Context: an optimization exercise on an open-source flow, tuned for small area, a short achievable clock period and few clock cycles. The choices shown serve that exercise and are no tape-out recipe.
In this exercise RTL edits were held to simulation tests only and were not proved equivalent to the original.
Power and IR drop assume default switching activity.

### flow/design.v
module codec_unit (
    input  wire        clk,
    input  wire        rst,
    input  wire        reg_we,
    input  wire [3:0]  reg_addr,
    input  wire [31:0] reg_wdata,
    output wire        busy,
    output reg  [6:0]  status,
    output reg  [31:0] rcnt,
    output wire [31:0] rcons,
    output reg         mem_valid,
    output reg         mem_we,
    output wire [31:0] mem_addr,
    output reg  [7:0]  mem_wdata,
    input  wire        mem_ready,
    input  wire [7:0]  mem_rdata
);
    localparam [2:0] K_HBI    = 3'd1;
    localparam [2:0] K_PACK   = 3'd2;
    localparam [2:0] K_UNPACK = 3'd3;
    localparam [2:0] K_GVC    = 3'd4;    
    localparam [2:0] K_GVD    = 3'd5;    
    localparam [2:0] E_CAPACITY = 3'd1;
    localparam [2:0] E_CORRUPT  = 3'd2;
    localparam [2:0] E_PARAM    = 3'd3;
    localparam [2:0] E_ILLEGAL  = 3'd4;
    localparam [4:0] S_IDLE = 5'd0;
    localparam [4:0] S_CHK1 = 5'd1;    
    localparam [4:0] S_CHK2 = 5'd2;    
    localparam [4:0] S_CHK3 = 5'd3;    
    localparam [4:0] S_CHK4 = 5'd4;    
    localparam [4:0] S_CHK5 = 5'd5;    
    localparam [4:0] S_U0   = 5'd6;    
    localparam [4:0] S_U1   = 5'd7;    
    localparam [4:0] S_MUL  = 5'd8;    
    localparam [4:0] S_MC1  = 5'd9;    
    localparam [4:0] S_PK   = 5'd10;   
    localparam [4:0] S_UP   = 5'd11;   
    localparam [4:0] S_GC1  = 5'd12;   
    localparam [4:0] S_GCC1 = 5'd13;   
    localparam [4:0] S_GCC2 = 5'd14;   
    localparam [4:0] S_GCC3 = 5'd15;   
    localparam [4:0] S_GC2  = 5'd16;   
    localparam [4:0] S_GDI1 = 5'd17;   
    localparam [4:0] S_GDI2 = 5'd18;   
    localparam [4:0] S_GD   = 5'd19;   
    localparam [4:0] S_CHK6 = 5'd20;   
    localparam [2:0] G_SEL = 3'd0, G_RD = 3'd1, G_WR = 3'd2, G_VRD = 3'd3,
                     G_VWR = 3'd4, G_CK1 = 3'd5, G_CK2 = 3'd6, G_CK3 = 3'd7;
    localparam [1:0] C_RD = 2'd0, C_WR = 2'd1, C_WR0 = 2'd2, C_SEL = 2'd3;
    localparam [1:0] A_ZERO = 2'd0, A_ACC = 2'd1, A_SRC = 2'd2, A_DST = 2'd3;
    localparam [1:0] X_SLEN = 2'd0, X_DCAP = 2'd1, X_ARG = 2'd2, X_DST = 2'd3;
    localparam [2:0] AC_HOLD = 3'd0, AC_Y = 3'd1, AC_HALF = 3'd2, AC_SHL2 = 3'd3,
                     AC_ZERO = 3'd4;
    localparam [1:0] RC_HOLD = 2'd0, RC_DEC = 2'd1, RC_Y = 2'd2, RC_ZERO = 2'd3;
    reg [31:0] dst_r, dcap_r, src_r, slen_r, arg_r;
    reg [4:0]  opk1;          
    reg        imm;           
    reg        ill_r;         
    reg        bwbad_r;       
    reg [1:0]  ew_r;
    reg [5:0]  bw_r;
    reg [4:0]  state;
    reg [20:0] sv;            
    reg        pf;            
    reg        capf;          
    reg        ov2;           
    reg        cf;            
    reg        cg;            
    reg        fastck;        
    reg [35:0] acc;           
    reg [31:0] raddr, waddr;
    reg [2:0]  mstep;
    reg        cz;            
    reg [14:0] bb;            
    reg [5:0]  pb;            
    reg [2:0]  drop;          
    reg [5:0]  fr;            
    reg [1:0]  k;             
    reg [1:0]  wb;            
    reg        uw;            
    reg [7:0]  cur;
    reg [6:0]  prv;
    reg [7:0]  sel;
    reg [1:0]  q;
    reg [2:0]  jr;            
    reg [1:0]  m;             
    reg        vend;
    reg [2:0]  gph;
    reg [7:0]  gv;            
    reg [1:0]  cph;
    reg [1:0]  tl;            
    reg        started;
    reg [1:0]  code;
    reg [2:0]  pend;          
    assign rcons = acc[31:0];
    wire idle = sv[S_IDLE];
    assign busy = !idle;
    wire cmd_we = idle && reg_we && (reg_addr == 4'd0);
    function [20:0] onehot;
        input [4:0] st;
        begin
            onehot = 21'd1 << st;
        end
    endfunction
    wire [7:0] w_op = reg_wdata[7:0];
    wire [1:0] w_ew = reg_wdata[9:8];
    wire [5:0] w_bw = reg_wdata[21:16];
    wire w_pk = (w_op == 8'h02) || (w_op == 8'h03);
    wire w_known = w_pk || (w_op == 8'h01) || (w_op == 8'h10) || (w_op == 8'h11) ||
                   (w_op == 8'h12) || (w_op == 8'h13);
    wire w_ill = !w_known || (reg_wdata[15:10] != 6'd0) || (reg_wdata[31:22] != 10'd0) ||
                 (w_ew == 2'd3) || (!w_pk && w_ew != 2'd2) || (!w_pk && w_bw != 6'd0);
    wire w_bwbad = w_pk && ((w_bw == 6'd0) || (w_bw > 6'd32));
    reg [2:0] w_opk;
    always @(*) begin
        case (w_op)
            8'h01:        w_opk = K_HBI;
            8'h02:        w_opk = K_PACK;
            8'h03:        w_opk = K_UNPACK;
            8'h10, 8'h12: w_opk = K_GVC;
            default:      w_opk = K_GVD;
        endcase
    end
    reg [1:0] ks, kd;
    reg [1:0] w_ks, w_kd;
    always @(*) begin
        case (w_opk)
            K_PACK:   begin w_ks = w_ew; w_kd = 2'd2; end
            K_UNPACK: begin w_ks = 2'd2; w_kd = w_ew; end
            K_GVC:    begin w_ks = 2'd2; w_kd = 2'd0; end
            default:  begin w_ks = 2'd0; w_kd = 2'd2; end
        endcase
    end
    wire slen_nz = (slen_r != 32'd0);
    wire dcap_nz = (dcap_r != 32'd0);
    wire arg_nz  = (arg_r != 32'd0);
    wire is_pk   = opk1[1];
    function [5:0] hbi;
        input [31:0] v;
        integer i;
        begin
            hbi = 6'd1;
            for (i = 0; i < 32; i = i + 1)
                if (v[i]) hbi = i + 1;
        end
    endfunction
    reg  [1:0]  a_sel;
    reg  [1:0]  x_sel;
    reg  [1:0]  sh;
    reg         b_sm;        
    reg  [5:0]  bsm;
    reg         inv;
    reg         cin;
    wire [35:0] aop = ({36{a_acc}} & acc) |
                      ({36{a_src}} & {4'd0, src_r}) |
                      ({36{a_dst}} & {4'd0, dst_r});
    wire [31:0] xv  = ({32{x_slen & !x_dcap & !x_arg & !x_dst}} & slen_r) |
                      ({32{x_dcap}} & dcap_r) | ({32{x_arg}} & arg_r) | ({32{x_dst}} & dst_r);
    wire [35:0] xs  = (sh == 2'd0) ? {4'd0, xv} :
                      (sh == 2'd1) ? {3'd0, xv, 1'b0} : {2'd0, xv, 2'b00};
    wire [35:0] bv  = b_sm ? {30'd0, bsm} : xs;
    wire [35:0] bop = inv ? ~bv : bv;
    wire [36:0] ysum = {aop, 1'b1} + {bop, cin};
    wire [35:0] y    = ysum[36:1];
    wire        yneg = y[35];
    wire        atend = (acc[35:32] == 4'd0) && (acc[31:0] == slen_r);   
    wire        alo0  = (acc[31:0] == 32'd0);
    wire        atop  = (acc[35:32] != 4'd0) && ((acc[35:32] != 4'd1) || !alo0);   
    wire        apos  = !acc[35] && ((acc[34:32] != 3'd0) || !alo0);             
    wire [2:0] ewb = (ew_r == 2'd0) ? 3'd1 : (ew_r == 2'd1) ? 3'd2 : 3'd4;
    wire [1:0] ewl = ew_r[1] ? 2'd3 : {1'b0, ew_r[0]};       
    wire rcnt_one = (rcnt == 32'd1);
    wire xfer = mem_valid && mem_ready;
    function [7:0] lmask;
        input [5:0] n;
        begin
            lmask = (n >= 6'd8) ? 8'hFF : ~(8'hFF << n[2:0]);
        end
    endfunction
    wire pk_last  = (fr <= 6'd8) || (k == ewl);
    wire pk_wr    = (pb >= 6'd8) || (cz && ((pb != 6'd0) || (wb != 2'd0)));
    wire pk_done  = cz && (pb <= 6'd8) && (wb == 2'd3);        
    wire [14:0] pk_in = {7'd0, mem_rdata & lmask(fr)} << pb[2:0];
    wire [5:0] up_d     = (fr >= 6'd8) ? 6'd8 : fr;             
    wire       up_lastb = (k == ewl);
    wire [5:0] up_c     = up_lastb ? fr : up_d;                 
    wire       up_fit   = (up_c <= pb);
    wire [5:0] up_e     = up_c - pb;
    wire [14:0] up_sh   = bb >> up_c[3:0];
    wire [14:0] up_in   = {7'd0, mem_rdata >> drop} << pb[2:0];
    wire       gc_tail = (rcnt[31:2] == 30'd0) && (rcnt[1:0] <= slen_r[1:0]);
    wire       rd_nz   = (mem_rdata != 8'd0);
    reg        gc_thr;
    always @(*) begin
        case (k)
            2'd3: gc_thr = (mem_rdata[7:4] != 4'd0);
            2'd2: gc_thr = (mem_rdata[7:5] != 3'd0);
            2'd1: gc_thr = (mem_rdata[7:6] != 2'd0);
            default: gc_thr = mem_rdata[7];
        endcase
    end
    wire       gc_vdone = rd_nz || (gc_tail ? (k == 2'd0) : (k == 2'd1));
    wire [2:0] gc_len   = !rd_nz ? 3'd1 :
                          ({1'b0, k} + 3'd1 + {2'b00, gc_tail & gc_thr});
    wire [2:0] gc_add   = gc_len + {2'b00, !gc_tail && (q == 2'd0)};
    reg [6:0] vg_rd, vg_wr;
    always @(*) begin
        case (k)
            2'd3: begin vg_rd = {3'b000, mem_rdata[7:4]}; vg_wr = {3'b000, cur[7:4]}; end
            2'd2: begin vg_rd = {cur[3:0], mem_rdata[7:5]}; vg_wr = {prv[3:0], cur[7:5]}; end
            2'd1: begin vg_rd = {cur[4:0], mem_rdata[7:6]}; vg_wr = {prv[4:0], cur[7:6]}; end
            default: begin vg_rd = {cur[5:0], mem_rdata[7]}; vg_wr = {prv[5:0], cur[7]}; end
        endcase
    end
    reg [1:0] gd_code;
    always @(*) begin
        case (q)
            2'd0: gd_code = sel[1:0];
            2'd1: gd_code = sel[3:2];
            2'd2: gd_code = sel[5:4];
            default: gd_code = sel[7:6];
        endcase
    end
    wire [4:0] gd_sum = 5'd4 + sel[1:0] + sel[3:2] + sel[5:4] + sel[7:6];
    reg [7:0] vw_data;
    always @(*) begin
        if ({1'b0, m} + 3'd2 == jr) begin
            case (m)
                2'd0: vw_data = {cur[0], prv[6:0]};
                2'd1: vw_data = {cur[1:0], prv[6:1]};
                2'd2: vw_data = {cur[2:0], prv[6:2]};
                default: vw_data = {cur[3:0], prv[6:3]};
            endcase
        end else if ({1'b0, m} + 3'd1 == jr) begin
            case (m)
                2'd0: vw_data = {1'b0, cur[6:0]};
                2'd1: vw_data = {2'b00, cur[6:1]};
                2'd2: vw_data = {3'b000, cur[6:2]};
                default: vw_data = {4'b0000, cur[6:3]};
            endcase
        end else
            vw_data = 8'd0;
    end
    wire gd_rd  = sv[S_GD] && (gv[G_SEL] || gv[G_RD] || gv[G_VRD]);
    wire gd_ck1 = sv[S_GD] && gv[G_CK1];
    wire gd_ck2 = sv[S_GD] && gv[G_CK2];
    wire gd_ck3 = sv[S_GD] && gv[G_CK3];
    wire gd_wr  = sv[S_GD] && gv[G_WR];
    wire gd_vwr = sv[S_GD] && gv[G_VWR];
    wire gd_oth = sv[S_GD] && !(gd_rd || gd_ck1 || gd_ck2 || gd_ck3);
    wire op_hbi = opk1[0];
    wire mul0   = (mstep == 3'd0);
    wire a_acc = sv[S_CHK4] | sv[S_CHK5] | sv[S_U1] | (sv[S_MUL] & !mul0) | sv[S_MC1] |
                 sv[S_PK] | sv[S_GC1] | sv[S_GCC1] | sv[S_GCC2] | sv[S_GC2] | sv[S_GDI2] |
                 gd_rd | gd_ck1 | gd_ck2 | gd_ck3;
    wire a_src = (sv[S_CHK1] & !op_hbi) | sv[S_CHK3];
    wire ck1f  = sv[S_CHK1] & fastck;     
    wire a_dst = sv[S_CHK2];
    wire x_slen = sv[S_IDLE] | (sv[S_CHK1] & !fastck) | sv[S_CHK5] | (sv[S_MUL] & is_pk) |
                  (sv[S_MC1] & !is_pk) | sv[S_GCC3] | gd_ck2;
    wire x_dcap = sv[S_CHK2] | sv[S_CHK4] | sv[S_U1] | (sv[S_MC1] & is_pk) | sv[S_GCC2] |
                  sv[S_GDI2];
    wire x_arg  = sv[S_CHK6] | (sv[S_MUL] & !is_pk) | sv[S_UP] | gd_oth;
    wire x_dst  = sv[S_CHK3] | ck1f;
    wire sh_s   = (sv[S_CHK1] & !fastck) | sv[S_CHK5];
    wire sh_d   = sv[S_CHK2] | sv[S_CHK4];
    wire [1:0] shv = sh_s ? ks : sh_d ? kd : 2'd0;
    wire sm_hbi = sv[S_CHK1] & op_hbi;
    wire sm_pend = sv[S_GC1] | sv[S_GCC1];
    wire sm_four = (sv[S_CHK6] | gd_oth) & imm;
    wire sm_sum  = gd_ck1 | gd_ck3;
    wire b_smw = sm_hbi | (sv[S_MUL] & !bw_r[5] & !bw_r[mstep]) | sv[S_PK] | sm_pend |
                 sv[S_GC2] | sm_four | gd_rd | sm_sum;
    wire [5:0] bsmw = ({6{sm_hbi}} & hbi(arg_r)) | ({6{sm_pend}} & {3'd0, pend}) |
                      ({6{sm_four}} & 6'd4) | ({6{gd_rd}} & 6'd1) |
                      ({6{sm_sum}} & {1'b0, gd_sum});
    wire invw = sv[S_CHK3] | ck1f | sv[S_CHK4] | sv[S_U1] | sv[S_MC1] | sv[S_GCC2] | sv[S_GDI2] |
                gd_ck2 | gd_ck3;
    wire cinw = sv[S_CHK3] | ck1f | sv[S_CHK4] | (sv[S_MUL] & !bw_r[5]) | gd_ck3;
    always @(*) begin
        a_sel = a_acc ? A_ACC : a_src ? A_SRC : a_dst ? A_DST : A_ZERO;
        x_sel = x_dcap ? X_DCAP : x_arg ? X_ARG : x_dst ? X_DST : X_SLEN;
        sh    = shv;
        b_sm  = b_smw;
        bsm   = bsmw;
        inv   = invw;
        cin   = cinw;
    end
    wire pk_we = sv[S_PK] & pk_wr;
    wire up_we = sv[S_UP] & uw;
    wire gc_we = sv[S_GC2] & (cph != C_RD);
    always @(*) begin
        mem_we    = mwe;
        mem_valid = (sv[S_PK] & (pk_wr | !cz)) | sv[S_UP] | (sv[S_GC1] & !cz) | sv[S_GC2] |
                    (gd_rd & !atend) | gd_wr | gd_vwr;
        mem_wdata = ({8{sv[S_PK]}} & bb[7:0]) |
                    ({8{sv[S_UP]}} & bb[7:0] & lmask(up_d)) |
                    ({8{sv[S_GC2] & (cph == C_WR)}} &
                         ((tl != 2'd0) ? {started, vg_wr} : cur)) |
                    ({8{sv[S_GC2] & (cph == C_WR0)}} & {started, cur[6:0]}) |
                    ({8{sv[S_GC2] & (cph == C_SEL)}} & sel) |
                    ({8{gd_wr & (k <= gd_code)}} & cur) |
                    ({8{gd_vwr}} & vw_data);
    end
    assign mem_addr = mwe ? waddr : raddr;
    function [31:0] step;
        input [31:0] p;
        input [3:0]  d;
        reg   [3:0]  lo;
        reg   [28:0] inc, dec;
        reg          s_inc, s_dec, s_hold;
        begin
            lo     = {1'b0, p[2:0]} + {1'b0, d[2:0]};
            inc    = p[31:3] + 29'd1;
            dec    = p[31:3] - 29'd1;
            s_inc  = lo[3] & !d[3];
            s_dec  = !lo[3] & d[3];
            s_hold = !(s_inc | s_dec);
            step   = {({29{s_hold}} & p[31:3]) | ({29{s_inc}} & inc) | ({29{s_dec}} & dec),
                      lo[2:0]};
        end
    endfunction
    reg [3:0] rdl, wdl;      
    reg [4:0] state_n;
    reg [2:0] gph_n;
    reg [5:0] pbn, frn;
    reg [5:0] pbx;
    reg       czx, uwx;
    reg [1:0] wbx, cphx;
    reg       mwe;           
    reg [2:0] ac_op;
    reg [1:0] rc_op;
    reg       fin;
    reg [6:0] fin_st;
    task finish_ok;
        input [2:0] a;
        input [1:0] r;
        begin
            fin    = 1'b1;
            fin_st = 7'h01;
            ac_op  = a;
            rc_op  = r;
        end
    endtask
    task finish_err;
        input [2:0] e;
        begin
            fin    = 1'b1;
            fin_st = {e, 4'h2};
            ac_op  = AC_ZERO;
            rc_op  = RC_ZERO;
        end
    endtask
    always @(posedge clk) begin
        state_n = state;
        gph_n   = gph;
        pbx     = pb;
        czx     = cz;
        wbx     = wb;
        cphx    = cph;
        uwx     = uw;
        rdl    = 4'd0;
        wdl    = 4'd0;
        ac_op  = AC_HOLD;
        rc_op  = RC_HOLD;
        fin    = 1'b0;
        fin_st = 7'h01;
        case (state)
        S_IDLE: begin
            raddr <= src_r;
            waddr <= dst_r;
            if (reg_we) begin
                case (reg_addr)
                    4'd0: begin
                        opk1    <= 5'd1 << (w_opk - 3'd1);
                        imm     <= (w_op == 8'h10) || (w_op == 8'h11);
                        ill_r   <= w_ill;
                        bwbad_r <= w_bwbad;
                        ew_r    <= w_ew;
                        ks      <= w_ks;
                        fastck  <= (src_r[31:30] == 2'd0) && (dst_r[31:30] == 2'd0) &&
                                   (slen_r[31:28] == 4'd0) && (dcap_r[31:28] == 4'd0);
                        kd      <= w_kd;
                        bw_r    <= w_bw;
                        rc_op   = RC_Y;         
                        state_n   = S_CHK1;
                    end
                    4'd1: dst_r  <= reg_wdata;
                    4'd2: dcap_r <= reg_wdata;
                    4'd3: src_r  <= reg_wdata;
                    4'd4: slen_r <= reg_wdata;
                    4'd5: arg_r  <= reg_wdata;
                    default: ;
                endcase
            end
        end
        S_CHK1: begin
            pf      <= 1'b0;
            ac_op   = AC_Y;              
            state_n = fastck ? S_CHK4 : S_CHK2;
            if (ill_r)
                finish_err(E_ILLEGAL);
            else if (bwbad_r || (imm && opk1[3] && slen_r != 32'd4))
                finish_err(E_PARAM);
            else if (opk1[0])
                finish_ok(AC_ZERO, RC_Y);
        end
        S_CHK2: begin
            pf      <= slen_nz && atop;
            ac_op   = AC_Y;              
            state_n = S_CHK3;
        end
        S_CHK3: begin
            pf      <= pf || (dcap_nz && atop);
            ac_op   = AC_Y;              
            state_n = S_CHK4;
        end
        S_CHK4: begin
            ov2     <= yneg;             
            state_n = S_CHK5;
        end
        S_CHK5: begin
            ac_op   = AC_Y;              
            state_n = S_CHK6;
        end
        S_CHK6: begin
            mstep <= 3'd0;
            q     <= 2'd0;
            k     <= 2'd0;
            pend  <= 3'd0;
            czx    = !slen_nz;
            if (opk1[3])
                rdl = 4'd3;              
            if (pf || (slen_nz && dcap_nz && apos && ov2))
                finish_err(E_PARAM);
            else if (opk1[1])
                state_n = S_MUL;
            else if (opk1[2]) begin
                ac_op   = AC_Y;
                rc_op   = RC_Y;
                state_n = S_U1;
            end else if (opk1[3]) begin
                ac_op   = AC_ZERO;
                k       <= 2'd3;
                state_n = S_GC1;
            end else begin
                ac_op   = AC_Y;
                rc_op   = RC_Y;
                state_n = S_GDI2;
            end
        end
        S_U1: begin
            capf  <= !yneg;
            state_n = S_MUL;
        end
        S_MUL: begin
            mstep <= mstep + 3'd1;
            if (bw_r[5]) begin
                ac_op = AC_Y;
                state_n = S_MC1;
            end else begin
                ac_op = AC_HALF;
                if (mstep == 3'd4)
                    state_n = S_MC1;
            end
        end
        S_MC1: begin
            bb   <= 15'd0;
            pbx   = 6'd0;
            drop <= 3'd0;
            fr   <= bw_r;
            k    <= 2'd0;
            wbx   = 2'd0;
            uwx   = 1'b0;
            cf   <= !yneg;
            if (is_pk) begin
                state_n = S_PK;
                if (!slen_nz)
                    finish_ok(AC_ZERO, RC_ZERO);
            end else begin
                state_n = S_UP;
                if (!arg_nz)
                    finish_ok(AC_ZERO, RC_ZERO);
                else if (!slen_nz)
                    finish_err(E_CORRUPT);
            end
        end
        S_PK: begin
            if (xfer) begin
                if (pk_wr) begin
                    bb  <= bb >> 8;
                    pbx  = (pb >= 6'd8) ? pb - 6'd8 : 6'd0;
                    wbx  = wb + 2'd1;
                    wdl = 4'd1;
                    if (pk_done)
                        finish_ok(AC_ZERO, RC_Y);
                end else begin
                    bb <= bb | pk_in;
                    if (pk_last) begin
                        pbx    = pb + fr;
                        fr    <= bw_r;
                        k     <= 2'd0;
                        rdl   = {1'b0, ewb} - {2'b00, k};
                        rc_op = RC_DEC;
                        czx    = rcnt_one;
                    end else begin
                        pbx  = pb + 6'd8;
                        fr  <= fr - 6'd8;
                        k   <= k + 2'd1;
                        rdl = 4'd1;
                    end
                end
            end
            cf <= 1'b0;
            if (cf)
                finish_err(E_CAPACITY);
        end
        S_UP: begin
            pbn = pb;
            frn = fr;
            if (xfer) begin
                if (uw) begin
                    wdl = 4'd1;
                    if (up_fit) begin
                        bb  <= up_sh;
                        pbn = pb - up_c;
                    end else begin
                        bb   <= 15'd0;
                        pbn  = 6'd0;
                        rdl  = {1'b0, up_e[5:3]};
                        drop <= up_e[2:0];
                    end
                    if (up_lastb) begin
                        frn   = bw_r;
                        k     <= 2'd0;
                        rc_op = RC_DEC;
                        if (rcnt_one)
                            finish_ok(AC_SHL2, RC_Y);
                    end else begin
                        frn = fr - up_d;
                        k   <= k + 2'd1;
                    end
                end else begin
                    bb   <= bb | up_in;
                    pbn  = pb + 6'd8 - {3'd0, drop};
                    drop <= 3'd0;
                    rdl  = 4'd1;
                end
            end
            pbx = pbn;
            fr <= frn;
            uwx = (pbn >= ((frn >= 6'd8) ? 6'd8 : frn));
            cf <= 1'b0;
            if (cf)
                finish_err(E_CORRUPT);
            else if (capf)
                finish_err(E_CAPACITY);
        end
        S_GC1: begin
            ac_op = AC_Y;
            wdl   = {1'b0, pend};
            pend  <= 3'd0;
            if (cz)
                state_n = S_GCC1;
            else if (xfer) begin
                if (gc_vdone) begin
                    pend  <= gc_add;
                    rdl   = 4'd7 - {2'b00, k};
                    k     <= 2'd3;
                    q     <= q + 2'd1;
                    rc_op = RC_DEC;
                    if (rcnt_one)
                        state_n = S_GCC1;
                end else begin
                    rdl = 4'hF;
                    k   <= k - 2'd1;
                end
            end
        end
        S_GCC1: begin
            ac_op = AC_Y;
            wdl   = {1'b0, pend} - 4'd1;     
            rdl   = 4'hC;                    
            state_n = S_GCC2;
        end
        S_GCC2: begin
            cf      <= !yneg;
            state_n = S_GCC3;
        end
        S_GCC3: begin
            rc_op   = RC_Y;
            tl      <= slen_r[1:0];
            q       <= 2'd3;
            k       <= 2'd3;
            started <= 1'b0;
            cphx     = C_RD;
            state_n = S_GC2;
            if (cf)
                finish_err(E_CAPACITY);
            else if (!slen_nz)
                finish_ok(AC_ZERO, RC_ZERO);
        end
        S_GC2: begin
            if (xfer) begin
                case (cph)
                    C_RD: begin
                        rdl = 4'hF;
                        cur <= mem_rdata;
                        prv <= cur[6:0];
                        if (tl != 2'd0) begin
                            if (started || vg_rd != 7'd0)
                                cphx = C_WR;
                            else if (k == 2'd0)
                                cphx = C_WR0;
                            else
                                k <= k - 2'd1;
                        end else begin
                            if (started || rd_nz || k == 2'd0)
                                cphx = C_WR;
                            else
                                k <= k - 2'd1;
                        end
                    end
                    C_WR: begin
                        wdl = 4'hF;
                        started <= 1'b1;
                        if (tl != 2'd0) begin
                            if (k == 2'd0)
                                cphx = C_WR0;
                            else begin
                                k   <= k - 2'd1;
                                cphx = C_RD;
                            end
                        end else begin
                            if (!started)
                                code <= k;
                            if (k == 2'd0) begin
                                sel     <= {sel[5:0], started ? code : 2'd0};
                                rc_op   = RC_DEC;
                                started <= 1'b0;
                                k       <= 2'd3;
                                cphx     = (q == 2'd0) ? C_SEL : C_RD;
                                q       <= q - 2'd1;
                            end else begin
                                k   <= k - 2'd1;
                                cphx = C_RD;
                            end
                        end
                    end
                    C_WR0: begin
                        wdl = 4'hF;
                        rc_op   = RC_DEC;
                        tl      <= tl - 2'd1;
                        started <= 1'b0;
                        k       <= 2'd3;
                        cphx     = C_RD;
                        if (rcnt_one)
                            finish_ok(AC_ZERO, RC_Y);
                    end
                    default: begin    
                        wdl = 4'hF;
                        cphx = C_RD;
                        if (rcnt == 32'd0)
                            finish_ok(AC_ZERO, RC_Y);
                    end
                endcase
            end
        end
        S_GDI2: begin
            ac_op = AC_ZERO;
            k     <= 2'd0;
            q     <= 2'd0;
            m     <= 2'd0;
            jr    <= 3'd0;
            gph_n   = (rcnt[31:2] != 30'd0) ? G_SEL : G_VRD;
            state_n = S_GD;
            cg      <= !yneg;        
            if (rcnt == 32'd0)
                finish_ok(AC_ZERO, RC_ZERO);
        end
        S_GD: begin
            case (gph)
                G_SEL, G_RD, G_VRD: begin
                    if (atend)
                        finish_err(E_CORRUPT);
                    else if (xfer) begin
                        rdl   = 4'd1;
                        ac_op = AC_Y;
                        cur   <= mem_rdata;
                        prv   <= cur[6:0];
                        if (gph == G_SEL) begin
                            sel <= mem_rdata;
                            q   <= 2'd0;
                            k   <= 2'd0;
                            gph_n = imm ? G_CK1 : G_RD;
                        end else if (gph == G_RD)
                            gph_n = G_WR;
                        else begin
                            jr <= jr + 3'd1;
                            if (jr == 3'd4 && mem_rdata[7:4] != 4'd0)
                                finish_err(E_CORRUPT);
                            else if (!mem_rdata[7] || jr != 3'd0)
                                gph_n = G_VWR;
                            vend <= !mem_rdata[7];
                        end
                    end
                end
                G_CK1: begin
                    ac_op = AC_Y;
                    gph_n   = G_CK2;
                end
                G_CK2: begin
                    cf    <= !yneg;
                    gph_n = G_CK3;
                end
                G_CK3: begin
                    ac_op = AC_Y;
                    gph_n = G_RD;
                    if (cf)
                        finish_err(E_CORRUPT);
                end
                G_WR: begin
                    if (xfer) begin
                        wdl = 4'd1;
                        k   <= k + 2'd1;
                        if (k == 2'd3) begin
                            q     <= q + 2'd1;
                            rc_op = RC_DEC;
                            if (rcnt_one)
                                finish_ok(AC_HOLD, RC_Y);
                            else if (q == 2'd3)
                                gph_n = (rcnt > 32'd4) ? G_SEL : G_VRD;
                            else
                                gph_n = G_RD;
                        end else if (k + 2'd1 <= gd_code)
                            gph_n = G_RD;
                    end
                end
                default: begin   
                    if (xfer) begin
                        wdl = 4'd1;
                        m   <= m + 2'd1;
                        if (!vend)
                            gph_n = G_VRD;
                        else if (m == 2'd3) begin
                            rc_op = RC_DEC;
                            jr    <= 3'd0;
                            gph_n   = G_VRD;
                            if (rcnt_one)
                                finish_ok(AC_HOLD, RC_Y);
                        end
                    end
                end
            endcase
            cg <= 1'b0;
            if (cg)
                finish_err(E_CAPACITY);
        end
        default: state_n = S_IDLE;
        endcase
        if (!idle) begin
            raddr <= step(raddr, rdl);
            waddr <= step(waddr, wdl);
        end
        case (ac_op)
            AC_Y:    acc <= y;
            AC_HALF: acc <= {1'b0, y[35:1]};
            AC_SHL2: acc <= {acc[33:0], 2'b00};
            AC_ZERO: acc <= 36'd0;
            default: ;
        endcase
        case (rc_op)
            RC_DEC:  rcnt <= rcnt - 32'd1;
            RC_Y:    rcnt <= y[31:0];
            RC_ZERO: rcnt <= 32'd0;
            default: ;
        endcase
        if (fin) begin
            status <= fin_st;
            state_n = S_IDLE;
        end
        state <= state_n;
        sv    <= onehot(state_n);
        pb    <= pbx;
        cz    <= czx;
        wb    <= wbx;
        cph   <= cphx;
        uw    <= uwx;
        mwe   <= ((state_n == S_PK) && ((pbx >= 6'd8) ||
                                        (czx && ((pbx != 6'd0) || (wbx != 2'd0))))) ||
                 ((state_n == S_UP) && uwx) ||
                 ((state_n == S_GC2) && (cphx != C_RD)) ||
                 ((state_n == S_GD) && ((gph_n == G_WR) || (gph_n == G_VWR)));
        gph   <= gph_n;
        gv    <= 8'd1 << gph_n;
        if (rst) begin
            dst_r  <= 32'd0;
            dcap_r <= 32'd0;
            src_r  <= 32'd0;
            slen_r <= 32'd0;
            arg_r  <= 32'd0;
            state  <= S_IDLE;
            sv     <= onehot(S_IDLE);
            mwe    <= 1'b0;
            status <= 7'd0;
            rcnt   <= 32'd0;
            acc    <= 36'd0;
        end
    end
endmodule
### flow/constraint.sdc
create_clock -name core_clock -period 12.0 [get_ports {clk}]
set_input_delay 2.4000 -clock core_clock [delete_from_list [all_inputs] [get_ports {clk}]]
set_output_delay 2.4000 -clock core_clock [all_outputs]
set_load 0.01 [all_outputs]
### flow/config.mk
export PLATFORM = sky130hd
export DESIGN_NAME = codec_unit
export DESIGN_NICKNAME = codec_unit
export VERILOG_FILES = /design/flow/design.v
export SDC_FILE = /design/flow/constraint.sdc
export NUM_CORES = 4
export LEC_CHECK = 0
export CAP_MARGIN = 20
export CORE_MARGIN = 2
export CORE_UTILIZATION = 40
export SETUP_SLACK_MARGIN = 5
export SLEW_MARGIN = 20
### flow/run.sh
#!/bin/bash
# synth_recipe.tcl (not shown) runs the flow's synth.tcl, then flattens the netlist and writes it again
# the make line also repeats each setting of config.mk as NAME=value (left out here)
make -C /OpenROAD-flow-scripts/flow DESIGN_CONFIG=/design/flow/config.mk WORK_HOME=/design/flow/orfs CLKGATE_MAP_FILE= SYNTH_SCRIPT=/design/flow/synth_recipe.tcl finish
==> results of run 1 <==
registers in the layout (all words and copies together) (netlist names), 15 cells and up:
register	cells
slen_r	32
rcnt	32
waddr	32
dcap_r	32
bb	15
arg_r	32
dst_r	32
sv	19
raddr	32
acc	36
src_r	32
synthesized netlist by cell type, types with 12 or more instances:
cell type and n:
inv_1 173, edfxtp_1 157, buf_4 34, a211oi_1 54, a21boi_0 39, dfxtp_1 281, a21oi_1 389, nand2b_1 38
o211ai_1 61, o221ai_1 19, or2_2 17, o21a_1 15, fa_1 12, ha_1 129, o2111ai_1 12, mux2_2 40
buf_1 18, clkbuf_1 269, or3_1 35, xor2_1 42, o21ai_0 243, nor2b_1 25, nand3_1 90, nor3_1 104
nor2_1 318, a31oi_1 36, and4_1 15, nand2_1 706, nor3b_1 12, mux2i_1 71, xnor2_1 132, a21o_1 54
a222oi_1 90, or4_1 19, o311ai_0 12, o21bai_1 12, a22oi_1 20, a32oi_1 16, and2_1 24, o31ai_1 27
a221oi_1 38, nor4_1 62, and3_1 41, o22ai_1 48, nand4_1 36
metrics by stage:
step           utilization  power (mW)
2_1_floorplan            -        1.99
3_3_place_gp         0.428        2.21
3_5_place_dp         0.428        2.21
4_1_cts              0.452        3.95
5_1_grt              0.454        4.08
6_report             0.454        3.96
power breakdown:
group / switching, mW / internal (mW)
clock: 0.743 / 1.02
combinational: 0.344 / 0.196
sequential: 0.0809 / 1.58
total: 1.17 / 2.80
worst register-to-register path, delay by kind of cell, from the launching register on:
| kind | cells | cell delay, ns |
|---|---|---|
| AOI/OAI and AO/OA | 7 | 2.09 |
| buffers and inverters | 2 | 0.15 |
| adders and majority gates | 5 | 2.14 |
| and+or+nand+nor | 4 | 0.79 |
| xor gates and xnor gates | 2 | 0.75 |
| muxes | 1 | 0.22 |
| DFF | 1 | 0.39 |
final cells by class:
type | instances | area share
Sequential cell | 438 | 0.280
Multi-Input combinational cell | 3304 | 0.554
Inverter | 180 | 0.0186
Clock buffer | 73 | 0.0438
Tap cell | 1070 | 0.0362
Clock inverter | 29 | 0.00872
Timing Repair Buffer | 234 | 0.0587
Timing Repair inverter | 1 | 0.000203
worst max path at each step:
stage                                 start                   end  slack (ns)
after floorplan           ew_r[1]$_DFFE_PP_   raddr[12]$_DFFE_PP_        5.82
after global placement            mem_ready   waddr[12]$_DFFE_PP_        4.75
after detailed placement          mem_ready   waddr[12]$_DFFE_PP_        4.69
after CTS                 sv[19]$_SDFF_PP0_  acc[35]$_SDFFE_PP0P_        5.10
after global routing              mem_ready   waddr[12]$_DFFE_PP_        5.01
final                             mem_ready   waddr[12]$_DFFE_PP_        5.27
kinds of logic after synthesis:
kind of cell	count (synthesis)	synth area share
other	2	0.000229
buffers and inverters	511	0.0633
multiplexers	113	0.0365
flip-flops	438	0.315
XOR/XNOR	174	0.0464
AND/OR/NAND/NOR	1576	0.221
adder cells (fa/ha/maj)	141	0.0565
AO/OA/AOI/OAI	1295	0.261
layer usage:
layer / global-route usage / routed length (um) / vias to the layer above
li1: - / - / 15500
met1: 0.384 / 52500 / 16100
met2: 0.484 / 60500 / 1782
met3: 0.0412 / 10900 / 364
met4: 0.145 / 7340 / 0
met5: 0 / 0 / -
timing repair:
action / 4_1_cts / 5_1_grt
resized for setup: 1 / 15
endpoints found under the hold margin: 0 / 0
cloned: 0 / 1
endpoints found under the setup margin: 10 / 42
buffers inserted: 0 / 5
==> flow_summary.yaml, run 1 <==
die:
  ios: 162
  dieWidth_um: 290
  initial_utilization: 0.402
  die-area_um2: 84300
  num_rows: 105
  core-area_um2: 81600
  dieHeight_um: 290
route:
  wl_um: 131000
  ant_nets: 0
  drt-initial-drc-count: 4112
  dr.pass1.iters: 14
  drc: 0
  vias_per_cell: 6.34
  routedWlPerCell_um: 24.6
  vias: 33800
final_layout:
  layout.nets: 4402
  multiInputGateArea_um2: 20500
  final_cell_mix: "nand2_1 (704), a21oi_1 (388), nor2_1 (317)"
  finalInstanceArea_um2: 37000
  nFillCells: 8212
  fin_cells: 5329
  seqCellArea_um2: 10300
  layout_commonest_cell: "nand2_1"
  area_delta_synth_final_pct: 12.8
  drive_gt1_frac: 0.0643
  n_antenna_cell: 0
worst_hold_path:
  worst_hold_path.endpoint: "status[0]$_SDFFE_PP0P_"
  min_path_cells: 2
  hold_path.class: "flip-flop to flip-flop"
  hp-start: "status[0]$_SDFFE_PP0P_"
yosys:
  synth_area_um2: 32800
  yosysTopAreaCell: "dfxtp_1"
  synthDistinctLibCells: 91
  yosys_most_used_dff: "dfxtp_1"
  synth_area_per_cell_um2: 7.72
  ys_seq_elements: 438
  yosysSeqAreaShare: 0.315
  synth_edf_count: 157
  synth_area_leaders: "dfxtp_1 (17%), edfxtp_1 (14%), nand2_1 (8.1%)"
  syn_inst: 4250
  async_reset_ff_frac: 0
  yosys_warnings: 1
  yosysTopAreaCellShare: 0.171
sta:
  worst_slew_pin_slew_ns: 1.18
  relSlewSlack: 0.207
  final-hold-violation-count: 0
  setup_tns_ns: 0
  whs_ns: 0.466
  finalMaxSlewViolations: 0
  setup_violations: 0
  fin_crit_ns: 6.73
  period_share: 0.561
  clock_skew_ns: 0.0409
  fmax_mhz: 149
  rsz0062_at_grt: "false"
  setup_slack_ns: 5.27
worst_setup_path:
  r2r-start: "sel[1]$_DFFE_PP_"
  cp-start-kind: "input port"
  worst_r2r_path_depth: 21
  cp_max_fo: 32
  slowest_stage: "or3_1"
  rrSetupSlack_ns: 5.37
  worstPathRequired_ns: 12.53
  crit_path_cell_trace: "clkdlybuf4s50_1 > inv_1 > a21o_1 > a21oi_2 > buf_4 > nand2_1 > o221a_2 > inv_1 > ha_1 > a21o_1 > a21oi_1 > ha_1 > buf_4 > inv_1 > or3_1 > o211a_1 > a311oi_1 > a21o_1"
  path_delay_family: "compound AO/OA/AOI/OAI gates"
  worstReg2RegEnd: "acc[29]$_SDFFE_PP0P_"
  path_buf_inv: 6
  critical_path.max_stage_delay_ns: 0.48
  path_class: "input port to flip-flop"
  cp.arrival_ns: 7.26
  worst-path-stages: 18
  worstSetupEndpointType: "flip-flop"
place:
  dpl.cell_count: 5219
  place_area_um2: 35000
  dpl_worst_slack_ns: 4.69
  port-buffer-count: 159
  dp_hpwl_um: 97400
  gp_congestion: 0.970
global_routing:
  grt_first_pass_wirelength_um: 195000
  grt_max_degree: 106
  grt_pass1_vias: 30800
  antenna_found_initial: 2
  overflow: 0
  grt.total_usage: 0.296
pwr:
  power_leakage_nw: 14.0
  power_density_nw_per_um2: 107
  peakVddDrop_mv: 0.102
cts:
  root_buffer: "clkbuf_16"
  cts_hold_buffers: 0
  clockBufferDepth: 3
  cts_tree: "built"
  cts_max_level: 2
  clk_pin_slew_ns: 0.06
  cts_buffers: 54
  clock_latency_ns: 0.67
  cts.sinks: 438
run:
  drv_cap: 0
outcome:
  status: "no timing/DRC/antenna violations"
Testbench counts, summed over its fixed seeds: cycles 221,008.
==> inputs of run 2 (changes only) <==
--- a/flow/design.v
+++ b/flow/design.v
@@ -80,4 +80,7 @@
     reg [1:0]  wb;            
     reg        uw;            
+    reg        pkw;           
+    reg        ulb;           
+    reg        ufr8;          
     reg [7:0]  cur;
     reg [6:0]  prv;
@@ -156,5 +159,5 @@
                       ({36{a_src}} & {4'd0, src_r}) |
                       ({36{a_dst}} & {4'd0, dst_r});
-    wire [31:0] xv  = ({32{x_slen & !x_dcap & !x_arg & !x_dst}} & slen_r) |
+    wire [31:0] xv  = ({32{x_slen}} & slen_r) |
                       ({32{x_dcap}} & dcap_r) | ({32{x_arg}} & arg_r) | ({32{x_dst}} & dst_r);
     wire [35:0] xs  = (sh == 2'd0) ? {4'd0, xv} :
@@ -180,9 +183,9 @@
     endfunction
     wire pk_last  = (fr <= 6'd8) || (k == ewl);
-    wire pk_wr    = (pb >= 6'd8) || (cz && ((pb != 6'd0) || (wb != 2'd0)));
+    wire pk_wr    = pkw;    
     wire pk_done  = cz && (pb <= 6'd8) && (wb == 2'd3);        
     wire [14:0] pk_in = {7'd0, mem_rdata & lmask(fr)} << pb[2:0];
-    wire [5:0] up_d     = (fr >= 6'd8) ? 6'd8 : fr;             
-    wire       up_lastb = (k == ewl);
+    wire [5:0] up_d     = ufr8 ? 6'd8 : fr;                     
+    wire       up_lastb = ulb;
     wire [5:0] up_c     = up_lastb ? fr : up_d;                 
     wire       up_fit   = (up_c <= pb);
@@ -251,32 +254,62 @@
     wire gd_oth = sv[S_GD] && !(gd_rd || gd_ck1 || gd_ck2 || gd_ck3);
     wire op_hbi = opk1[0];
-    wire mul0   = (mstep == 3'd0);
-    wire a_acc = sv[S_CHK4] | sv[S_CHK5] | sv[S_U1] | (sv[S_MUL] & !mul0) | sv[S_MC1] |
-                 sv[S_PK] | sv[S_GC1] | sv[S_GCC1] | sv[S_GCC2] | sv[S_GC2] | sv[S_GDI2] |
-                 gd_rd | gd_ck1 | gd_ck2 | gd_ck3;
-    wire a_src = (sv[S_CHK1] & !op_hbi) | sv[S_CHK3];
-    wire ck1f  = sv[S_CHK1] & fastck;     
-    wire a_dst = sv[S_CHK2];
-    wire x_slen = sv[S_IDLE] | (sv[S_CHK1] & !fastck) | sv[S_CHK5] | (sv[S_MUL] & is_pk) |
-                  (sv[S_MC1] & !is_pk) | sv[S_GCC3] | gd_ck2;
-    wire x_dcap = sv[S_CHK2] | sv[S_CHK4] | sv[S_U1] | (sv[S_MC1] & is_pk) | sv[S_GCC2] |
-                  sv[S_GDI2];
-    wire x_arg  = sv[S_CHK6] | (sv[S_MUL] & !is_pk) | sv[S_UP] | gd_oth;
-    wire x_dst  = sv[S_CHK3] | ck1f;
-    wire sh_s   = (sv[S_CHK1] & !fastck) | sv[S_CHK5];
-    wire sh_d   = sv[S_CHK2] | sv[S_CHK4];
-    wire [1:0] shv = sh_s ? ks : sh_d ? kd : 2'd0;
+    function [11:0] ctlf;
+        input [20:0] v;         
+        input [7:0]  g;         
+        input [2:0]  ms;        
+        input [4:0]  ok;        
+        input        fc, pk, im;
+        input [5:0]  bw;
+        input [1:0]  s_k, d_k;
+        reg gdrd, gdc1, gdc2, gdc3, gdot, c1f, hb;
+        reg a_a, a_s, a_d, x_s, x_c, x_a, x_d, s_s, s_d, bs, iv, ci;
+        reg [1:0] shx;
+        begin
+            gdrd = v[S_GD] & (g[G_SEL] | g[G_RD] | g[G_VRD]);
+            gdc1 = v[S_GD] & g[G_CK1];
+            gdc2 = v[S_GD] & g[G_CK2];
+            gdc3 = v[S_GD] & g[G_CK3];
+            gdot = v[S_GD] & !(gdrd | gdc1 | gdc2 | gdc3);
+            hb   = ok[0];
+            c1f  = v[S_CHK1] & fc;
+            a_a  = v[S_CHK4] | v[S_CHK5] | v[S_U1] | (v[S_MUL] & (ms != 3'd0)) | v[S_MC1] |
+                   v[S_PK] | v[S_GC1] | v[S_GCC1] | v[S_GCC2] | v[S_GC2] | v[S_GDI2] |
+                   gdrd | gdc1 | gdc2 | gdc3;
+            a_s  = (v[S_CHK1] & !hb) | v[S_CHK3];
+            a_d  = v[S_CHK2];
+            x_c  = v[S_CHK2] | v[S_CHK4] | v[S_U1] | (v[S_MC1] & pk) | v[S_GCC2] | v[S_GDI2];
+            x_a  = v[S_CHK6] | (v[S_MUL] & !pk) | v[S_UP] | gdot;
+            x_d  = v[S_CHK3] | c1f;
+            x_s  = !(x_c | x_a | x_d);
+            s_s  = (v[S_CHK1] & !fc) | v[S_CHK5];
+            s_d  = v[S_CHK2] | v[S_CHK4];
+            shx  = s_s ? s_k : s_d ? d_k : 2'd0;
+            bs   = (v[S_CHK1] & hb) | (v[S_MUL] & !bw[5] & !bw[ms]) | v[S_PK] | v[S_GC1] |
+                   v[S_GCC1] | v[S_GC2] | ((v[S_CHK6] | gdot) & im) | gdrd | gdc1 | gdc3;
+            iv   = v[S_CHK3] | c1f | v[S_CHK4] | v[S_U1] | v[S_MC1] | v[S_GCC2] | v[S_GDI2] |
+                   gdc2 | gdc3;
+            ci   = v[S_CHK3] | c1f | v[S_CHK4] | (v[S_MUL] & !bw[5]) | gdc3;
+            ctlf = {a_a, a_s, a_d, x_s, x_c, x_a, x_d, shx, bs, iv, ci};
+        end
+    endfunction
+    reg  [11:0] ctl;
+    wire a_acc  = ctl[11];
+    wire a_src  = ctl[10];
+    wire a_dst  = ctl[9];
+    wire x_slen = ctl[8];
+    wire x_dcap = ctl[7];
+    wire x_arg  = ctl[6];
+    wire x_dst  = ctl[5];
+    wire [1:0] shv = ctl[4:3];
+    wire b_smw  = ctl[2];
+    wire invw   = ctl[1];
+    wire cinw   = ctl[0];
     wire sm_hbi = sv[S_CHK1] & op_hbi;
     wire sm_pend = sv[S_GC1] | sv[S_GCC1];
     wire sm_four = (sv[S_CHK6] | gd_oth) & imm;
     wire sm_sum  = gd_ck1 | gd_ck3;
-    wire b_smw = sm_hbi | (sv[S_MUL] & !bw_r[5] & !bw_r[mstep]) | sv[S_PK] | sm_pend |
-                 sv[S_GC2] | sm_four | gd_rd | sm_sum;
     wire [5:0] bsmw = ({6{sm_hbi}} & hbi(arg_r)) | ({6{sm_pend}} & {3'd0, pend}) |
                       ({6{sm_four}} & 6'd4) | ({6{gd_rd}} & 6'd1) |
                       ({6{sm_sum}} & {1'b0, gd_sum});
-    wire invw = sv[S_CHK3] | ck1f | sv[S_CHK4] | sv[S_U1] | sv[S_MC1] | sv[S_GCC2] | sv[S_GDI2] |
-                gd_ck2 | gd_ck3;
-    wire cinw = sv[S_CHK3] | ck1f | sv[S_CHK4] | (sv[S_MUL] & !bw_r[5]) | gd_ck3;
     always @(*) begin
         a_sel = a_acc ? A_ACC : a_src ? A_SRC : a_dst ? A_DST : A_ZERO;
@@ -301,5 +334,5 @@
                     ({8{sv[S_GC2] & (cph == C_WR0)}} & {started, cur[6:0]}) |
                     ({8{sv[S_GC2] & (cph == C_SEL)}} & sel) |
-                    ({8{gd_wr & (k <= gd_code)}} & cur) |
+                    ({8{gd_wr}} & cur) |
                     ({8{gd_vwr}} & vw_data);
     end
@@ -330,4 +363,9 @@
     reg [1:0] wbx, cphx;
     reg       mwe;           
+    reg [2:0] msx;
+    reg [4:0] opk1_n;
+    reg       fastck_n, imm_n;
+    reg [5:0] bw_n;
+    reg [1:0] ks_n, kd_n;
     reg [2:0] ac_op;
     reg [1:0] rc_op;
@@ -356,4 +394,5 @@
         state_n = state;
         gph_n   = gph;
+        msx     = mstep;
         pbx     = pb;
         czx     = cz;
@@ -426,5 +465,5 @@
         end
         S_CHK6: begin
-            mstep <= 3'd0;
+            msx = 3'd0;
             q     <= 2'd0;
             k     <= 2'd0;
@@ -456,5 +495,5 @@
         end
         S_MUL: begin
-            mstep <= mstep + 3'd1;
+            msx = mstep + 3'd1;
             if (bw_r[5]) begin
                 ac_op = AC_Y;
@@ -472,4 +511,6 @@
             fr   <= bw_r;
             k    <= 2'd0;
+            ulb  <= (ewl == 2'd0);
+            ufr8 <= (bw_r >= 6'd8);
             wbx   = 2'd0;
             uwx   = 1'b0;
@@ -535,4 +576,5 @@
                         frn   = bw_r;
                         k     <= 2'd0;
+                        ulb   <= (ewl == 2'd0);
                         rc_op = RC_DEC;
                         if (rcnt_one)
@@ -541,4 +583,5 @@
                         frn = fr - up_d;
                         k   <= k + 2'd1;
+                        ulb <= (k + 2'd1 == ewl);
                     end
                 end else begin
@@ -549,7 +592,8 @@
                 end
             end
-            pbx = pbn;
-            fr <= frn;
-            uwx = (pbn >= ((frn >= 6'd8) ? 6'd8 : frn));
+            pbx  = pbn;
+            fr   <= frn;
+            ufr8 <= (frn >= 6'd8);
+            uwx  = (pbn >= ((frn >= 6'd8) ? 6'd8 : frn));
             cf <= 1'b0;
             if (cf)
@@ -736,4 +780,6 @@
                         end else if (k + 2'd1 <= gd_code)
                             gph_n = G_RD;
+                        else
+                            cur <= 8'd0;     
                     end
                 end
@@ -783,4 +829,14 @@
         state <= state_n;
         sv    <= onehot(state_n);
+        mstep <= msx;
+        opk1_n   = cmd_we ? (5'd1 << (w_opk - 3'd1)) : opk1;
+        fastck_n = cmd_we ? ((src_r[31:30] == 2'd0) && (dst_r[31:30] == 2'd0) &&
+                             (slen_r[31:28] == 4'd0) && (dcap_r[31:28] == 4'd0)) : fastck;
+        imm_n    = cmd_we ? ((w_op == 8'h10) || (w_op == 8'h11)) : imm;
+        bw_n     = cmd_we ? w_bw : bw_r;
+        ks_n     = cmd_we ? w_ks : ks;
+        kd_n     = cmd_we ? w_kd : kd;
+        ctl   <= ctlf(onehot(state_n), 8'd1 << gph_n, msx, opk1_n, fastck_n, opk1_n[1],
+                      imm_n, bw_n, ks_n, kd_n);
         pb    <= pbx;
         cz    <= czx;
@@ -788,4 +844,5 @@
         cph   <= cphx;
         uw    <= uwx;
+        pkw   <= (pbx >= 6'd8) || (czx && ((pbx != 6'd0) || (wbx != 2'd0)));
         mwe   <= ((state_n == S_PK) && ((pbx >= 6'd8) ||
                                         (czx && ((pbx != 6'd0) || (wbx != 2'd0))))) ||
@@ -803,4 +860,5 @@
             state  <= S_IDLE;
             sv     <= onehot(S_IDLE);
+            ctl    <= ctlf(onehot(S_IDLE), 8'd1, 3'd0, 5'd0, 1'b0, 1'b0, 1'b0, 6'd0, 2'd0, 2'd0);
             mwe    <= 1'b0;
             status <= 7'd0;
==> flow/flow/run.sh (new file) <==
#!/bin/bash
set -o pipefail
export SETUP_SLACK_MARGIN=6
bash standard.sh > standard.log 2>&1
==> flow/standard.sh (new file) <==
#!/bin/bash
# synth_recipe.tcl (not shown) runs the flow's synth.tcl, then flattens the netlist and writes it again
# the make line also repeats each setting of config.mk as NAME=value (left out here)
make -C /OpenROAD-flow-scripts/flow DESIGN_CONFIG=/design/flow/config.mk WORK_HOME=/design/flow/orfs CLKGATE_MAP_FILE= SYNTH_SCRIPT=/design/flow/synth_recipe.tcl "${@:-finish}"
--- a/flow/config.mk
+++ b/flow/config.mk
@@ -9,4 +9,3 @@
 export CORE_MARGIN = 2
 export CORE_UTILIZATION = 40
-export SETUP_SLACK_MARGIN = 5
 export SLEW_MARGIN = 20
removed: flow/run.sh
==> flow_summary.yaml, run 2 <==
outcome:
  status: "no timing/DRC/antenna violations"
cts:
  cts_max_level: 2
  cts_tree: "built"
  root_buffer: "clkbuf_16"
  clk_pin_slew_ns: 0.06
  cts_buffers: 53
  clock_latency_ns: 0.66
  cts.sinks: 443
  clockBufferDepth: 3
final_layout:
  layout_commonest_cell: "nand2_1"
  post-route-util: 0.458
  final_cell_mix: "nand2_1 (688), a21oi_1 (429), nor2_1 (391)"
  nFillCells: 8543
  drive_gt1_frac: 0.0789
  area_delta_synth_final_pct: 13.0
  largest_reg_flops: 36
  regMostFlops: "acc"
  layout.nets: 4590
worst_setup_path:
  cp-start-kind: "flip-flop"
  path_class: "flip-flop to flip-flop"
  worstSetupEndpointType: "flip-flop"
  cp.arrival_ns: 6.49
  cp_max_fo: 5
  worstPathRequired_ns: 12.54
route:
  drt-initial-drc-count: 4313
  routedWlPerCell_um: 24.9
  dr.pass1.iters: 12
  ant_nets: 0
  vias_per_cell: 6.28
  wl_um: 139000
  drc: 0
  vias: 35100
die:
  initial_utilization: 0.405
  core-area_um2: 83800
  dieHeight_um: 295
  num_rows: 106
  ios: 162
  dieWidth_um: 295
  die-area_um2: 87200
pwr:
  peakVddDrop_mv: 0.123
  power_density_nw_per_um2: 100
  power_leakage_nw: 14.6
yosys:
  syn_inst: 4449
  async_reset_ff_frac: 0
  yosysTopAreaCellShare: 0.169
  synthDistinctLibCells: 115
  synth_edf_count: 156
  ys_top_cells_by_count: "nand2_1 (691), a21oi_1 (434), nor2_1 (394)"
  yosysSeqAreaShare: 0.307
  synth_area_um2: 34000
  yosysTopAreaCell: "dfxtp_1"
  ys_seq_elements: 443
  synth_area_leaders: "dfxtp_1 (17%), edfxtp_1 (14%), nand2_1 (7.6%)"
  yosys_warnings: 1
  yosys_most_used_dff: "dfxtp_1"
  synth_area_per_cell_um2: 7.63
  post-synth-top-count-cell: "nand2_1"
place:
  dp_hpwl_um: 103000
  dpl_worst_slack_ns: 4.34
  gp_congestion: 1.02
  port-buffer-count: 159
sta:
  clock_skew_ns: 0.0436
  final-hold-violation-count: 0
  rsz0062_at_grt: "true"
  fmax_mhz: 168
  whs_ns: 0.483
  setup_violations: 0
  fin_crit_ns: 5.95
  setup_tns_ns: 0
  worst_slew_pin_slew_ns: 1.06
  period_share: 0.496
  setup_slack_ns: 6.05
  relSlewSlack: 0.290
  finalMaxSlewViolations: 0
worst_hold_path:
  hold_path.class: "flip-flop to flip-flop"
global_routing:
  grt_pass1_vias: 32200
  antenna_found_initial: 2
  grt_first_pass_wirelength_um: 206000
  grt_max_degree: 120
  grt.total_usage: 0.308
  overflow: 0
run:
  drv_cap: 0
run 2: worst max-delay path, stage by stage (launching register included):
cell	delay (ns)
edfxtp_1	0.42
inv_1	0.11
fa_1	0.54
inv_1	0.05
fa_1	0.48
ha_1	0.28
fa_1	0.42
xor2_2	0.24
o221ai_2	0.22
o21ai_0	0.15
xnor2_1	0.16
ha_1	0.36
o21ai_0	0.12
o21bai_2	0.13
o21ai_2	0.30
a21o_1	0.22
a31oi_1	0.12
o21ai_0	0.26
a21oi_2	0.15
o41ai_4	0.32
xor2_2	0.34
inv_1	0.11
a2111oi_1	0.32
run 2: kinds of logic after synthesis:
family | after synthesis | synth area share
AND/OR/NAND/NOR | 1684 | 0.232
flip-flops | 443 | 0.307
adder cells (fa/ha/maj) | 140 | 0.0542
multiplexers | 109 | 0.0349
AO/OA/AOI/OAI | 1356 | 0.262
XOR/XNOR | 174 | 0.0449
buffers and inverters | 541 | 0.0652
other | 2 | 0.000221
run 2: stage by stage:
stage	total power, mW	instances	instance area (um2)
floorplan	1.94	4452	34000
global placement	2.13	5459	36000
detailed placement	2.13	5459	36000
CTS	3.84	5564	38000
global route	3.96	5581	38400
finish	3.85	5584	38400
run 2: what timing repair did:
| item | CTS | global route |
|---|---|---|
| setup endpoints to repair | 47 | 75 |
| resized for setup | 29 | 41 |
| setup buffers | 5 | 15 |
| hold buffers | 0 | 0 |
| cloned | 0 | 2 |
| pin swaps | 2 | 11 |
run 2: layer usage:
layer / vias to the layer above / track usage / share of wire
met2: 1708 / 0.495 / 0.46
met5: - / 0 / 0.000094
li1: 16100 / - / -
met3: 410 / 0.0437 / 0.076
met1: 16800 / 0.395 / 0.40
met4: 2 / 0.179 / 0.065
run 2: cell type report:
cell class,instances,area (um2),share of cell area
multi-input cells,3468,21600,0.564
flip-flops and latches,443,10400,0.272
repair buffers,242,2290,0.0596
clock buffers,72,1560,0.0408
well taps,1134,1420,0.0370
inverters,193,738,0.0192
clock inverters,28,278,0.00724
repair inverters,1,7.51,0.000196
diodes,3,7.51,0.000196
run 2: worst paths after layout:
path         depth (start not counted)                     from                      end  slack, ns
max                                 22         sel[1]$_DFFE_PP_     acc[35]$_SDFFE_PP0P_       6.05
min                                  2  dcap_r[31]$_SDFFE_PP0P_  dcap_r[31]$_SDFFE_PP0P_       0.48
max reg2reg                         22         sel[1]$_DFFE_PP_     acc[35]$_SDFFE_PP0P_       6.05
min reg2reg                          2  dcap_r[31]$_SDFFE_PP0P_  dcap_r[31]$_SDFFE_PP0P_       0.48
run 2: where the power goes:
part           total [mW]  internal (mW)  leakage [nW]  switching, mW
registers            1.65           1.58          3.99         0.0694
logic               0.470          0.169          9.67          0.301
clock network        1.72          0.987         0.910          0.736
total                3.85           2.74          14.6           1.11
Testbench counts of run 2, summed over its fixed seeds: cycles 221,008.
==> inputs of run 3 (changes only) <==
==> flow/flow/run.sh (replaced) <==
#!/bin/bash
set -o pipefail
export SETUP_SLACK_MARGIN=7
export TNS_END_PERCENT=0
bash standard.sh > standard.log 2>&1
==> flow_summary.yaml, run 3 <==
outcome:
  status: "no timing/DRC/antenna violations"
die:
  initial_utilization: 0.405
  core-area_um2: 83800
  ios: 162
  dieHeight_um: 295
  die-area_um2: 87200
  dieWidth_um: 295
  num_rows: 106
final_layout:
  finalInstanceArea_um2: 38800
  post-route-util: 0.463
  final_cell_mix: "nand2_1 (685), a21oi_1 (428), nor2_1 (390)"
  layout_commonest_cell: "nand2_1"
  layout.nets: 4616
  regMostFlops: "acc"
  largest_reg_flops: 36
  drive_gt1_frac: 0.0950
  area_delta_synth_final_pct: 14.3
  nFillCells: 8500
global_routing:
  antenna_found_initial: 1
  overflow: 0
  grt_max_degree: 120
  grt.total_usage: 0.312
  grt_first_pass_wirelength_um: 208000
  grt_pass1_vias: 32600
yosys:
  synth.mux.area_fraction: 0.0349
  syn_inst: 4449
  yosysSeqAreaShare: 0.307
  yosys.area_share.xor_xnor: 0.0449
  synth_area_leaders: "dfxtp_1 (17%), edfxtp_1 (14%), nand2_1 (7.6%)"
  ys_top_cells_by_count: "nand2_1 (691), a21oi_1 (434), nor2_1 (394)"
  yosysTopAreaCell: "dfxtp_1"
  synthDistinctLibCells: 115
  ys_seq_elements: 443
  yosys_warnings: 1
  synth_area_um2: 34000
  yosysTopAreaCellShare: 0.169
  post-synth-top-count-cell: "nand2_1"
  synth_fa_ha_area_frac: 0.0542
  synth_area_per_cell_um2: 7.63
  synth-compound-area-share: 0.262
  synth_top_family_by_area: "compound AO/OA/AOI/OAI gates"
  async_reset_ff_frac: 0
  yosys.area_share.simple: 0.232
  synth_edf_count: 156
  yosys_most_used_dff: "dfxtp_1"
run:
  drv_cap: 0
pwr:
  p_int_mw: 2.75
  power_frac_clock: 0.448
  p_switching_mw: 1.12
  power_density_nw_per_um2: 99.5
  peakVddDrop_mv: 0.123
  power_leakage_nw: 14.7
  seqPwrFrac: 0.428
  combPwrFrac: 0.124
  swShare: 0.289
cts:
  cts_max_level: 2
  cts_hold_buffers: 0
  cts_buffers: 53
  cts.sinks: 443
  cts_tree: "built"
  clock_latency_ns: 0.66
  root_buffer: "clkbuf_16"
  clockBufferDepth: 3
  clk_pin_slew_ns: 0.06
sta:
  setup_violations: 0
  setup_tns_ns: 0
  final-hold-violation-count: 0
  finalMaxSlewViolations: 0
  fmax_mhz: 182
  worst_slew_pin_slew_ns: 1.06
  relSlewSlack: 0.295
  rsz0062_at_grt: "true"
  period_share: 0.457
  whs_ns: 0.483
  fin_crit_ns: 5.49
  clock_skew_ns: 0.0453
route:
  ant_nets: 0
  drt-initial-drc-count: 4097
  drc: 0
  routedWlPerCell_um: 25.0
  vias_per_cell: 6.28
  wl_um: 140000
  vias: 35200
  dr.pass1.iters: 9
worst_setup_path:
  cp-start-kind: "flip-flop"
  worstPathRequired_ns: 12.50
  worstSetupEndpointType: "flip-flop"
  cp_max_fo: 5
  path_class: "flip-flop to flip-flop"
  worst_r2r_path_depth: 22
  cp.arrival_ns: 5.99
place:
  gp_congestion: 1.02
  place_area_um2: 36000
  dp_hpwl_um: 103000
  port-buffer-count: 159
worst_hold_path:
  min_path_cells: 2
  hold_path.class: "flip-flop to flip-flop"
run 3: cell count changes in the layout (fill, tap and decap cells not counted), sizes merged, moves of 2 or more:
cell / delta
buf: +25
clkdlybuf4s50: -14
dlygate4sd2: +9
clkdlybuf4s15: +6
bufbuf: +3
clkbuf: -2
diode: -2
run 3: metal layers:
layer	up-vias	wire length, um	global-route usage
li1	16200	-	-
met1	16900	55000	0.396
met4	2	9170	0.184
met5	-	13	0
met3	409	11300	0.0469
met2	1750	64500	0.502
run 3: cells by family (layout without fill, tap and decap cells):
logic type / after synthesis / in the layout
buffers and inverters: 541 / 562
and+or+nand+nor: 1684 / 1684
other: 2 / 6
adders and majority gates: 140 / 140
muxes: 109 / 109
DFF: 443 / 443
AOI/OAI and AO/OA: 1356 / 1356
xor gates and xnor gates: 174 / 174
run 3: path summary, 6_finish.rpt:
| path | endpoint | slack (ns) | startpoint |
|---|---|---|---|
| worst max-delay path | acc[34]$_SDFFE_PP0P_ | 6.51 | sel[1]$_DFFE_PP_ |
| worst min register to register | dcap_r[31]$_SDFFE_PP0P_ | 0.48 | dcap_r[31]$_SDFFE_PP0P_ |
| worst max register to register | acc[34]$_SDFFE_PP0P_ | 6.51 | sel[1]$_DFFE_PP_ |
| worst min-delay path | dcap_r[31]$_SDFFE_PP0P_ | 0.48 | dcap_r[31]$_SDFFE_PP0P_ |
run 3: power groups by stage:
stage / logic, mW / clock network (mW) / registers [mW]
2_1_floorplan: 0.305 / 0 / 1.64
3_5_place_dp: 0.446 / 0 / 1.68
4_1_cts: 0.466 / 1.74 / 1.65
5_1_grt: 0.512 / 1.80 / 1.66
3_3_place_gp: 0.444 / 0 / 1.68
6_report: 0.480 / 1.73 / 1.65
run 3: layout make-up:
| class | count | area, um2 | area share |
|---|---|---|---|
| clock inverter | 28 | 278 | 0.00716 |
| clock buffer | 72 | 1560 | 0.0403 |
| antenna | 1 | 2.50 | 0.0000645 |
| tap | 1134 | 1420 | 0.0366 |
| multi-input combinational | 3468 | 21800 | 0.562 |
| timing repair inverter | 1 | 7.51 | 0.000193 |
| sequential | 443 | 10400 | 0.269 |
| inverter | 193 | 743 | 0.0192 |
| timing repair buffer | 268 | 2530 | 0.0652 |
run 3: critical path, cell delays in order (launching register included):
cell and delay [ns]:
edfxtp_1 0.39, inv_2 0.07, fa_1 0.53, inv_1 0.05, fa_1 0.54, ha_4 0.18
fa_2 0.43, nand2_1 0.07, nand4_1 0.26, o22ai_2 0.23, xnor2_1 0.09, ha_1 0.36
o21ai_2 0.08, o211ai_1 0.38, a31oi_2 0.18, o31a_1 0.35, buf_4 0.18, o21ai_4 0.15
a221o_1 0.23, mux2i_2 0.24, a31oi_1 0.10, a21oi_1 0.16, o31ai_1 0.08
run 3: per-stage QoR:
| stage | cells | power (mW) | setup WS, ns |
|---|---|---|---|
| floorplan | 4452 | 1.94 | 6.21 |
| global placement | 5459 | 2.13 | 4.44 |
| detailed placement | 5459 | 2.13 | 4.34 |
| CTS | 5606 | 3.85 | 6.69 |
| global route | 5607 | 3.96 | 6.30 |
| finish | 5608 | 3.86 | 6.51 |
run 3: repair_timing:
item	CTS	global route
setup buffers	43	1
cloned	4	0
resized for setup	156	2
pin swaps	44	4
endpoints found under the setup margin	156	151
endpoints found under the hold margin	0	0

what the ideal ports hide:
In the flow no input, the clock included, has a driving cell. The finished layouts below were timed again as built, in two steps.
Step 1, drivers: a clkbuf_16 drives clk and a buf_2 each remaining input, both assumed.
Step 2 adds t to the input delays and takes it off the output delays; t is the mean of the earliest and latest rising clock arrival at the registers after step 1. Input paths then give back, and output paths get back, about the clock's delay inside the block.
Three values: ideal ports, drivers, drivers and shift; two values: the first two.
run	t (ns)	setup slack, ns	worst hold slack (ns)	worst setup path after step 2	slew at the worst register clock pin (ns)
run 1	0.714	5.271 / 5.289 / 4.575	0.466 / 0.466 / 0.466	input to register	0.07 / 0.07
run 2	0.706	6.045 / 6.045 / 5.508	0.483 / 0.483 / 0.483	input to register	0.07 / 0.07
run 3	0.708	6.512 / 6.512 / 5.932	0.483 / 0.483 / 0.483	input to register	0.08 / 0.08
After both steps setup and hold are still met in every run listed. For run 1, which loses most, drivers alone change the setup slack by +0.018 ns; drivers and shift together by -0.696 ns.
